This design comes from an exercise in tuning for small area, a short achievable clock period and few clock cycles on the open sky130 flow, not from production work.
Power figures rest on the tool's default switching activity, not on a simulated workload.

the baseline:
Design hexcrc, start of the top module:
module hexcrc (
    input  wire        clk,
    input  wire        rst,           
    input  wire        start,         
    input  wire [31:0] start_addr,
    input  wire [31:0] end_addr,
    output reg         busy,
    input  wire        in_valid,
    input  wire [7:0]  in_data,
    input  wire        in_end,        
    output wire        in_ready,
    output reg         done,          
    output wire [1:0]  status,        
    output wire [3:0]  err_code,      
    output wire [15:0] crc            
);
export LEC_CHECK = 0
export CAP_MARGIN = 20
export CORE_MARGIN = 2
export CORE_UTILIZATION = 50
export PLACE_DENSITY = 0.65
export SETUP_SLACK_MARGIN = 3.5
export SLEW_MARGIN = 20
create_clock -name core_clock -period 7.0 [get_ports {clk}]
standard.sh (not shown) runs the stock make flow with config.mk's settings and CLKGATE_MAP_FILE= SYNTH_SCRIPT=/design/flow/synth_recipe.tcl, a recipe that flattens the netlist after the stock synthesis.
==> flow/flow/run.sh <==
#!/bin/bash
# Standard layout (the standard.sh: standard synthesis, floorplan, place,
# CTS, route, finish), except that the port buffers are buf_1 cells instead of
# the delay cells buffer_ports picks by default.  Every port still gets its
# own buffer.  make's full output goes to standard.log in the work folder;
# ORFS keeps each step's log under orfs/logs/.
set -euo pipefail
export BUFFER_PORTS_ARGS="-buffer_cell sky130_fd_sc_hd__buf_1"
bash standard.sh > standard.log 2>&1
The baseline has completed all stages; timing, DRC and antenna checks passed.
diff inputs: the baseline => the candidate
diff --git a/flow/design.v b/flow/design.v
--- a/flow/design.v
+++ b/flow/design.v
@@ -42,12 +42,13 @@
         end
     endfunction
     reg        p_idle;
     reg        p_init;          
     reg        p_run;           
     reg        p_gap;           
+    reg        p_t0;            
     reg        p_t1;            
     reg        p_tail;          
     reg        rdy;
     reg        dv;              
     reg [31:0] win_start, win_end;
     reg [15:0] acc;             
@@ -74,12 +75,17 @@
     reg [7:0]  sum;
     reg [2:0]  field;
     reg [7:0]  nb;              
     reg        n_is2;
     reg        t_data, t_eof, t_ela, t_bad;
     reg        first_db;        
+    reg        blw;             
+    reg        gapped;          
+    reg        c_lo_q;          
+    reg        big_q;           
+    reg        lonz_q;          
     reg        stop_pend;       
     reg        refuse_pend;     
     assign in_ready = rdy;
     assign status   = {refused, failed};
     assign err_code = fail_code;
     assign crc      = acc;
@@ -90,17 +96,19 @@
     wire       nib      = (lkind == L_RECORD) && d_nc;
     wire       db       = nib && (field == F_DATA) && t_data && !drain;
     wire       gap_go   = consume && db && !par && first_db && cursor_set &&
                           !lt_start_q && !ge_end_q && gt_cur_q;
     wire       emit     = db && par;
     wire [32:0] addr_inc = addr + 33'd1;
-    wire [33:0] d_cur1   = {1'b0, addr} + {2'b11, ~cursor};        
+    wire [17:0] d_lo     = {1'b0, addr[16:0]} + {1'b0, ~cursor[16:0]};
+    wire [16:0] d_hi     = {1'b0, addr[32:17]} + {2'b11, ~cursor[31:17]} + {16'd0, c_lo_q};
+    wire [33:0] d_cur1   = {d_hi, d_lo[16:0]};
     wire [31-LK:0] f_hi = cursor[31:LK];
     wire [LK-1:0]  f_lo = cursor[LK-1:0];
-    wire           f_hi_nz = |f_hi;
-    wire           f_lo_nz = |f_lo;
+    wire           f_hi_nz = big_q;
+    wire           f_lo_nz = lonz_q;
     wire           filling = p_gap || p_tail;
     wire           f_end   = !f_hi_nz && !f_lo_nz;
     wire           finish  = p_tail && (tail_skip || f_end);
     wire [15:0] step1 = crc_step(filling ? 8'hFF : cur_byte, acc);
     wire [15:0] ffk;
     assign ffk[0] = acc[0] ^ acc[1] ^ acc[6] ^ acc[7] ^ acc[10] ^ acc[12] ^ acc[13] ^ acc[14];
@@ -146,12 +154,13 @@
     always @(posedge clk) begin
         if (rst) begin
             p_idle <= 1'b1;
             p_init <= 1'b0;
             p_run  <= 1'b0;
             p_gap  <= 1'b0;
+            p_t0   <= 1'b0;
             p_t1   <= 1'b0;
             p_tail <= 1'b0;
             busy  <= 1'b0;
             done  <= 1'b0;
             rdy   <= 1'b0;
             dv    <= 1'b0;
@@ -172,23 +181,27 @@
             if (p_init) begin
                 p_init <= 1'b0;
                 p_run  <= 1'b1;
             end
             if (consume && d_end) begin
                 p_run <= 1'b0;
-                p_t1  <= 1'b1;
+                p_t0  <= 1'b1;
             end else if (gap_go) begin
                 p_run <= 1'b0;
                 p_gap <= 1'b1;
                 rdy   <= 1'b0;
             end
             if (p_gap && f_end) begin
                 p_gap <= 1'b0;
                 p_run <= 1'b1;
                 rdy   <= !(dv && d_end);
             end
+            if (p_t0) begin
+                p_t0   <= 1'b0;
+                p_t1   <= 1'b1;
+            end
             if (p_t1) begin
                 p_t1   <= 1'b0;
                 p_tail <= 1'b1;
             end
             if (finish) begin
                 p_tail <= 1'b0;
@@ -213,12 +226,13 @@
             d_colon <= (in_data == ":");
             d_hash  <= (in_data == "#");
         end
         lt_start_q <= addr < {1'b0, win_start};
         ge_end_q   <= !(addr < {1'b0, win_end});
         lt_cur_q   <= d_cur1[33] && (addr != {1'b0, cursor});
+        c_lo_q     <= d_lo[17];
         gt_cur_q   <= !d_cur1[33];
     end
     always @(posedge clk) begin
         if (p_idle) begin
             win_start <= start_addr;
             win_end   <= end_addr;
@@ -309,12 +323,13 @@
                                 F_TYPE: begin
                                     t_data   <= (cur_byte == 8'h00);
                                     t_eof    <= (cur_byte == 8'h01);
                                     t_ela    <= (cur_byte == 8'h04);
                                     t_bad    <= (cur_byte > 8'h05);
                                     first_db <= 1'b1;
+                                    blw      <= 1'b0;
                                     field    <= (nb == 8'd0) ? F_CK : F_DATA;
                                 end
                                 F_DATA: begin
                                     nb       <= nb - 8'd1;
                                     first_db <= 1'b0;
                                     if (nb == 8'd1) field <= F_CK;
@@ -326,19 +341,24 @@
                                 default: field <= F_DONE;    
                             endcase
                         end
                     end
                     if (gap_go) begin
                         cursor <= d_cur1[31:0];
+                        big_q  <= |d_cur1[31:LK];
+                        lonz_q <= |d_cur1[LK-1:0];
+                        gapped <= 1'b1;
                     end
                     if (emit) begin
+                        gapped <= 1'b0;
+                        blw    <= lt_start_q;
                         if (lt_start_q) begin
                             addr <= addr_inc;
                         end else if (ge_end_q) begin
                             stop_pend <= 1'b1;
-                        end else if (cursor_set && lt_cur_q) begin
+                        end else if (cursor_set && !gapped && (first_db ? lt_cur_q : blw)) begin
                             refuse_pend <= 1'b1;
                         end else begin
                             acc        <= step1;
                             cursor     <= addr_inc[31:0];
                             cursor_set <= 1'b1;
                             addr       <= addr_inc;
@@ -346,20 +366,26 @@
                     end
                 end
             end
         if (p_t1) begin
                 tail_skip <= failed || refused || d_cur1[33];
                 cursor    <= d_cur1[31:0];
+                big_q     <= |d_cur1[31:LK];
+                lonz_q    <= |d_cur1[LK-1:0];
         end
         if (p_gap || (p_tail && !tail_skip)) begin
                 begin
                     if (f_hi_nz) begin
                         acc           <= ffk;
                         cursor[31:LK] <= f_hi - 1'b1;
+                        big_q         <= |f_hi[31-LK:1];
                     end else begin
                         acc <= step1;
-                        if (f_lo_nz) cursor[LK-1:0] <= f_lo - 1'b1;
+                        if (f_lo_nz) begin
+                            cursor[LK-1:0] <= f_lo - 1'b1;
+                            lonz_q         <= |f_lo[LK-1:1];
+                        end
                     end
                 end
         end
     end
 endmodule
--- outcome ---
- Looking at the reports, the candidate completed the entire flow and the layout it produced met the timing, design-rule and antenna checks.
- NOTE: ratio of final minimum period to clock period in the candidate exceeds that of the baseline
- Post-synthesis area per instance, the candidate and the baseline: lower on the baseline
- Per the comparison of the candidate with the baseline, synthesized cell count went down; placer's final routability congestion estimate went down; floorplan die height did not really move; power attributed to sequential cells did not really move; worst setup slack went down.
- Summary of the candidate over the baseline: post-route clock skew ~0 delta; fraction of synthesized cell area in xor and xnor cells ~0 delta; post-layout instance area -about 0.5%.
No functional check of the RTL was part of any run of this note.

==> re-timing with driven ports <==
How much do the figures lean on ideal ports? The routed layouts below were timed once more, with nothing changed but the port constraints.
Step 1 sets driving cells, clkbuf_16 on the clock port and buf_2 on the other inputs (assumed; they add their load-dependent delay and slew).
Step 2, shift: input delay + t, output delay - t, t = (earliest + latest rising clock arrival at the registers) / 2. This alone moves slack from input paths to output paths.
a / b / c = ideal ports / drivers / drivers and shift; a / b = the first two.
run | t (ns) | setup WS [ns] | pins driven straight from the clock port
the baseline | 0.620 | 3.632 / 3.632 / 3.632 | 1
the candidate | 0.612 | 3.506 / 3.506 / 3.506 | 1
After both steps setup and hold are still met in every run listed.
